Source: an optimization exercise on an open RTL-to-GDS flow (aim: small area and a short achievable clock period). Production flows keep margins and buffers that such runs may drop.
At most, simulation tests tie the RTL to the original design; equivalence was not proved.
The clock port is modelled as an ideal driver; clocking choices that lean on that would not hold on a real chip.
No activity file was given, so power comes from the tool's default toggle rates.

// frame_rx
module frame_rx (
    input  wire        clk,
    input  wire        rst,           
    input  wire        in_valid,
    input  wire [7:0]  in_byte,
    output reg         pl_valid,      
    output wire [7:0]  pl_byte,
    output reg         fr_valid,      
    output reg  [2:0]  fr_status,
    output wire [7:0]  fr_ver,
    output wire [7:0]  fr_type,
    output wire [7:0]  fr_seq,
    output wire [15:0] fr_len
);
export LEC_CHECK = 0
export CAP_MARGIN = 20
export CORE_MARGIN = 2
export CORE_UTILIZATION = 60
export PLACE_DENSITY = 0.75
export SETUP_SLACK_MARGIN = 3.0
export SLEW_MARGIN = 20
create_clock -name core_clock -period 5.0 [get_ports {clk}]
standard.sh (not shown) runs the stock make flow with config.mk's settings and CLKGATE_MAP_FILE= SYNTH_SCRIPT=/design/flow/synth_recipe.tcl, a recipe that flattens the netlist after the stock synthesis.
==> flow/flow/run.sh <==
#!/bin/bash
# Standard layout (the standard.sh, standard synthesis unchanged), with
# the port buffers inserted as the smallest buffer cell, and clock tree
# synthesis without dummy balancing loads. Every tool's output goes to
# standard.log.
bash standard.sh "BUFFER_PORTS_ARGS=-buffer_cell sky130_fd_sc_hd__buf_1" \
  "CTS_ARGS=-sink_clustering_enable -repair_clock_nets -dont_use_dummy_load -buf_list sky130_fd_sc_hd__clkbuf_8 -sink_clustering_size 30" \
  finish > standard.log 2>&1
The starting point ran to the end with no violations.
Change:
--- a/flow/flow/run.sh
+++ b/flow/flow/run.sh
@@ -6,3 +6,3 @@
 bash standard.sh "BUFFER_PORTS_ARGS=-buffer_cell sky130_fd_sc_hd__buf_1" \
-  "CTS_ARGS=-sink_clustering_enable -repair_clock_nets -dont_use_dummy_load -buf_list sky130_fd_sc_hd__clkbuf_8 -sink_clustering_size 30" \
+  "CTS_ARGS=-sink_clustering_enable -repair_clock_nets -dont_use_dummy_load -buf_list sky130_fd_sc_hd__clkbuf_4 -sink_clustering_size 30" \
   finish > standard.log 2>&1
CORE_UTILIZATION = 40   (was 60)
PLACE_DENSITY = 0.6   (was 0.75)
Outcome: The new run produced a clean layout. Final area came out lower by 0.44%. Maximum frequency falls by 3.4%. Routed wire length is higher by 0.45%. Critical path depth decreases by 5. Die area grows by 48%. Utilization went down by 23 points. Power came out lower by 4.1%. Clock power falls by 27%. Global-route usage went down by 8.4 points. Synthesized area is unchanged. Setup slack degrades by 72 ps.
Change:
--- a/flow/flow/run.sh
+++ b/flow/flow/run.sh
@@ -7,2 +7,2 @@
   "CTS_ARGS=-sink_clustering_enable -repair_clock_nets -dont_use_dummy_load -buf_list sky130_fd_sc_hd__clkbuf_4 -sink_clustering_size 30" \
-  finish > standard.log 2>&1
+  RECOVER_POWER=50 finish > standard.log 2>&1
Effect: Combinational power drops by about 5%. Synthesized area is unchanged. First-iteration DRC count climbs by about 3.7%. Count of clock-buffer cells in the layout is unchanged. Power drops by about 2.2%. Clock power hardly moves. Global-route usage stays the same. Worst hold slack barely changes. Final cell count is unchanged. Design area drops by 1.8%.
Change:
--- a/flow/flow/run.sh
+++ b/flow/flow/run.sh
@@ -7,2 +7,2 @@
   "CTS_ARGS=-sink_clustering_enable -repair_clock_nets -dont_use_dummy_load -buf_list sky130_fd_sc_hd__clkbuf_4 -sink_clustering_size 30" \
-  RECOVER_POWER=50 finish > standard.log 2>&1
+  finish > standard.log 2>&1
SETUP_SLACK_MARGIN = 3.3   (was 3.0)
The changed run ran to the end with no violations.
Cell area came out higher by 15%.
Synthesized area stays the same.
Die area stays the same.
Clock-buffer cell count does not change.
Via count came out higher by about 7%.

The RTL this note starts from:
==> flow/design.v <==
module frame_rx (
    input  wire        clk,
    input  wire        rst,           
    input  wire        in_valid,
    input  wire [7:0]  in_byte,
    output reg         pl_valid,      
    output wire [7:0]  pl_byte,
    output reg         fr_valid,      
    output reg  [2:0]  fr_status,
    output wire [7:0]  fr_ver,
    output wire [7:0]  fr_type,
    output wire [7:0]  fr_seq,
    output wire [15:0] fr_len
);
    localparam [7:0]  SYNC = 8'hA5;
    localparam [16:0] WCNT_PRE = 17'h0788F;
    localparam [2:0] ST_OK        = 3'd0;
    localparam [2:0] ST_TOO_SHORT = 3'd1;
    localparam [2:0] ST_TRUNCATED = 3'd2;
    localparam [2:0] ST_OVERFLOW  = 3'd3;
    localparam [2:0] ST_BAD_SYNC  = 3'd4;
    localparam [2:0] ST_BAD_LEN   = 3'd5;
    localparam [2:0] ST_BAD_CRC   = 3'd6;
    function [15:0] crc_step;
        input [15:0] acc_in;
        input [7:0]  b;
        reg   [15:0] acc;
        integer      k;
        begin
            acc = acc_in ^ {b, 8'h00};
            for (k = 0; k < 8; k = k + 1) begin
                if (acc[15])
                    acc = {acc[14:0], 1'b0} ^ 16'h1021;
                else
                    acc = {acc[14:0], 1'b0};
            end
            crc_step = acc;
        end
    endfunction
    reg        first;      
    reg        is_code;    
    reg [7:0]  rem;
    reg        zpend;      
    reg [16:0] wcnt;       
    reg        full;       
    reg        ovf;        
    reg [3:0]  cnt;        
    reg [15:0] pl_left;    
    reg        pl_zero;    
    reg [1:0]  tail;       
    reg        sync_ok;    
    reg [7:0]  d_ver, d_type, d_seq, d_len_lo, d_len_hi;
    reg [7:0]  b1;         
    reg [15:0] crc;        
    reg        crc_ok;     
    wire        in_z_hi, in_z_lo, in_z_31;
    frx_nor4 u_z_hi (.a(in_byte[7:4]), .y(in_z_hi));
    frx_nor4 u_z_lo (.a(in_byte[3:0]), .y(in_z_lo));
    frx_nor3 u_z_31 (.a(in_byte[3:1]), .y(in_z_31));
    wire        in_hz     = in_z_hi && in_z_31;    
    wire        in_nz     = !(in_z_hi && in_z_lo);
    wire [7:0]  in_xnor_crc;                       
    genvar gi;
    generate
        for (gi = 0; gi < 8; gi = gi + 1) begin : g_eq
            frx_xnor2 u_x (.a(in_byte[gi]), .b(crc[8+gi]), .y(in_xnor_crc[gi]));
        end
    endgenerate
    wire        take     = in_valid && (first || !full);
    wire        dec_cond = is_code ? (!first && zpend) : 1'b1;
    wire        dec_wr   = in_valid && dec_cond;
    wire [7:0]  dec_byte = is_code ? 8'h00 : in_byte;
    wire        hdr_done = (cnt >= 4'd6);
    wire        in_pl    = hdr_done && !pl_zero;
    assign pl_byte = b1;
    assign fr_ver  = d_ver;
    assign fr_type = d_type;
    assign fr_seq  = d_seq;
    assign fr_len  = {d_len_hi, d_len_lo};
    reg  [2:0]  verdict;
    always @(*) begin
        if (first)                         verdict = ST_TOO_SHORT;
        else if (ovf)                      verdict = ST_OVERFLOW;
        else if (!is_code)                 verdict = ST_TRUNCATED;
        else if (cnt != 4'd8)              verdict = ST_TOO_SHORT;
        else if (!sync_ok)                 verdict = ST_BAD_SYNC;
        else if (!pl_zero || tail != 2'd2) verdict = ST_BAD_LEN;
        else if (!crc_ok)                  verdict = ST_BAD_CRC;
        else                               verdict = ST_OK;
    end
    always @(posedge clk) begin
        if (rst) begin
            first    <= 1'b1;
            is_code  <= 1'b1;
            pl_valid <= 1'b0;
            fr_valid <= 1'b0;
        end else begin
            pl_valid <= dec_wr && in_nz && !full && in_pl;
            fr_valid <= in_valid && !in_nz;
            if (in_valid) begin
                first   <= !in_nz;
                is_code <= !in_nz || (is_code ? in_hz : (rem == 8'd2));
            end
        end
    end
    always @(posedge clk) begin
        fr_status <= verdict;
        if (in_valid)
            rem <= is_code ? in_byte : rem - 8'd1;
        if (take) begin
            wcnt <= first ? 17'd0 : {wcnt[15:0], ~(wcnt[16] ^ wcnt[13])};
            full <= !first && (wcnt == WCNT_PRE);
        end
        if (in_valid)
            ovf <= !first && (ovf || full);
        if (in_valid && is_code)
            zpend <= (in_byte != 8'hFF);
        if (in_valid && first)
            cnt <= 4'd0;
        else if (dec_wr && cnt != 4'd8)
            cnt <= cnt + 4'd1;
        if (in_valid) begin
            case (cnt)
                4'd0: sync_ok  <= !is_code && (in_byte == SYNC);
                4'd1: d_ver    <= dec_byte;
                4'd2: d_type   <= dec_byte;
                4'd3: d_seq    <= dec_byte;
                4'd4: d_len_lo <= dec_byte;
                4'd5: d_len_hi <= dec_byte;
                default: ;
            endcase
        end
        if (dec_wr) begin
            b1     <= dec_byte;
            crc_ok <= (is_code ? (crc[15:8] == 8'd0) : (&in_xnor_crc)) &&
                      (crc[7:0] == b1);
            if (cnt < 4'd2)
                crc <= 16'hFFFF;
            else
                crc <= crc_step(crc, b1);
            if (cnt == 4'd5) begin
                pl_left <= {dec_byte, d_len_lo};
                pl_zero <= is_code && (d_len_lo == 8'd0);
                tail    <= 2'd0;
            end else if (in_pl) begin
                pl_left <= pl_left - 16'd1;
                pl_zero <= (pl_left == 16'd1);
            end else if (hdr_done && tail != 2'd3) begin
                tail <= tail + 2'd1;
            end
        end
    end
endmodule
module frx_nor4 (
    input  wire [3:0] a,
    output wire       y
);
    assign y = ~|a;
endmodule
module frx_nor3 (
    input  wire [2:0] a,
    output wire       y
);
    assign y = ~|a;
endmodule
module frx_xnor2 (
    input  wire a,
    input  wire b,
    output wire y
);
    assign y = a ~^ b;
endmodule
==> flow/config.mk <==
export PLATFORM = sky130hd
export DESIGN_NAME = frame_rx
export DESIGN_NICKNAME = frame_rx
export VERILOG_FILES = /design/flow/design.v
export SDC_FILE = /design/flow/constraint.sdc
export NUM_CORES = 4
export LEC_CHECK = 0
export CAP_MARGIN = 20
export CORE_MARGIN = 2
export CORE_UTILIZATION = 40
export PLACE_DENSITY = 0.6
export SETUP_SLACK_MARGIN = 2.9
export SLEW_MARGIN = 20
export SYNTH_HIERARCHICAL = 1
export SYNTH_MINIMUM_KEEP_SIZE = 0
==> flow/constraint.sdc <==
create_clock -name core_clock -period 5.0 [get_ports {clk}]
set_input_delay 1.0000 -clock core_clock [delete_from_list [all_inputs] [get_ports {clk}]]
set_output_delay 1.0000 -clock core_clock [all_outputs]
set_load 0.01 [all_outputs]
==> flow/flow/run.sh <==
#!/bin/bash
# Standard layout (the standard.sh, standard synthesis unchanged) with:
#  - the port buffers inserted as the smallest buffer cell;
#  - a one-level clock tree built by flow/manual_cts.tcl before clock tree
#    synthesis (the clock port drives four buffers, each driving a quarter of
#    the registers).
# Every tool's output goes to standard.log.
here=$(pwd)
bash standard.sh "BUFFER_PORTS_ARGS=-buffer_cell sky130_fd_sc_hd__buf_1" \
  "PRE_CTS_TCL=$here/flow/manual_cts.tcl" \
  finish > standard.log 2>&1
==> flow/flow/manual_cts.tcl <==
# Clock tree, sourced before ORFS's clock tree synthesis (PRE_CTS_TCL).
# The clock port drives four clock buffers; each drives the clock pins of a
# quarter of the registers, split by their placed position (two halves by x,
# each split in two by y), and sits at their centroid. Every register's clock
# passes through exactly one buffer, so all arrive together. TritonCTS then
# finds no unbuffered clock net and leaves the tree as it is.
set cts_buf sky130_fd_sc_hd__clkbuf_16
if { [info exists ::env(MANUAL_CTS_BUF)] } { set cts_buf $::env(MANUAL_CTS_BUF) }
set block [ord::get_db_block]
set clknet [[$block findBTerm clk] getNet]
set sinks {}
foreach it [$clknet getITerms] {
  set inst [$it getInst]
  set loc [$inst getLocation]
  lappend sinks [list [lindex $loc 0] [lindex $loc 1] "[$inst getName]/[[$it getMTerm] getName]"]
}
puts "manual_cts: [llength $sinks] clock sinks, buffer $cts_buf"
set xs [lsort -integer -index 0 $sinks]
set half [expr {[llength $xs] / 2}]
set groups {}
foreach g [list [lrange $xs 0 [expr {$half - 1}]] [lrange $xs $half end]] {
  set ys [lsort -integer -index 1 $g]
  set h [expr {[llength $ys] / 2}]
  lappend groups [lrange $ys 0 [expr {$h - 1}]]
  lappend groups [lrange $ys $h end]
}
set dbu [$block getDbUnitsPerMicron]
set k 0
foreach g $groups {
  set sx 0
  set sy 0
  set pins {}
  foreach s $g {
    incr sx [lindex $s 0]
    incr sy [lindex $s 1]
    lappend pins [sta::find_pin [lindex $s 2]]
  }
  set cx [expr {double($sx) / [llength $g] / $dbu}]
  set cy [expr {double($sy) / [llength $g] / $dbu}]
  insert_buffer -buffer_cell $cts_buf -net [$clknet getName] -load_pins $pins \
    -location [list $cx $cy] -buffer_name clkbuf_m$k -net_name clknet_m$k
  puts "manual_cts: clkbuf_m$k drives [llength $g] sinks at ($cx, $cy)"
  incr k
}
foreach n [$block getNets] {
  if { [string match clknet_m* [$n getName]] } { $n setSigType CLOCK }
}
$clknet setSigType CLOCK
detailed_placement
set_propagated_clock [all_clocks]
The starting point finished with timing, DRC and antenna clean.
Next try:
SETUP_SLACK_MARGIN = 3.05   (was 2.9)
The new run finished with timing, DRC and antenna clean.
Utilization goes up by 1.1 points.
Setup slack is better by 0.034 ns.
Synthesized area does not change.
Clock skew hardly moves.
Fmax goes up by about 1.7%.
Via count goes up by about 2%.
Final area goes up by 2.4%.
Die area is unchanged.
Clock power goes up by about 3%.
Wire length goes up by about 4.5%.
Next try:
SETUP_SLACK_MARGIN = 3.2   (was 3.05)
- core utilization went up by 5.4 points
- area after synthesis stays the same
- clock power went down by about 2%
No run of this note included a check of the RTL's function; only the layout flow was run.

## afterwards: timing with drivers on the ports
In the flow no input, the clock included, has a driving cell. The finished layouts below were timed again as built, in two steps.
Step 1 (the two cells are an assumption about what drives the block):
set clk [get_ports {clk}]
set_driving_cell -lib_cell sky130_fd_sc_hd__clkbuf_16 $clk
set_driving_cell -lib_cell sky130_fd_sc_hd__buf_2 [delete_from_list [all_inputs] $clk]
Step 2 times the ports against the registers' clock, not the clock port: input delays grow and output delays shrink by t, the midpoint of the rising clock arrivals with the driver on.
Slacks: ideal ports / drivers / drivers and shift; pairs: ideal ports / drivers.
| run | t, ns | setup slack, ns | hold WS [ns] | worst data-port slew with drivers (ns) |
|---|---|---|---|---|
| the first run of note 1 | 0.443 | 2.932 / 2.926 / 2.483 | 0.523 / 0.523 / 0.523 | 0.06 |
| the second run of note 1 | 0.546 | 2.860 / 2.823 / 2.445 | 0.522 / 0.522 / 0.522 | 0.03 |
| the third run of note 1 | 0.543 | 1.753 / 1.767 / 1.223 | 0.523 / 0.523 / 0.523 | 0.03 |
| the fourth run of note 1 | 0.551 | 2.845 / 2.809 / 2.429 | 0.528 / 0.528 / 0.528 | 0.06 |
| the first run of note 2 | 0.255 | 2.953 / 3.010 / 2.758 | 0.543 / 0.543 / 0.543 | 0.03 |
| the second run of note 2 | 0.261 | 2.987 / 3.046 / 2.785 | 0.539 / 0.539 / 0.539 | 0.04 |
| the third run of note 2 | 0.257 | 3.079 / 3.105 / 2.848 | 0.567 / 0.567 / 0.567 | 0.07 |
After both steps setup and hold are still met in every run listed. For the third run of note 1, which loses most, drivers alone change the setup slack by +0.014 ns; drivers and shift together by -0.530 ns.
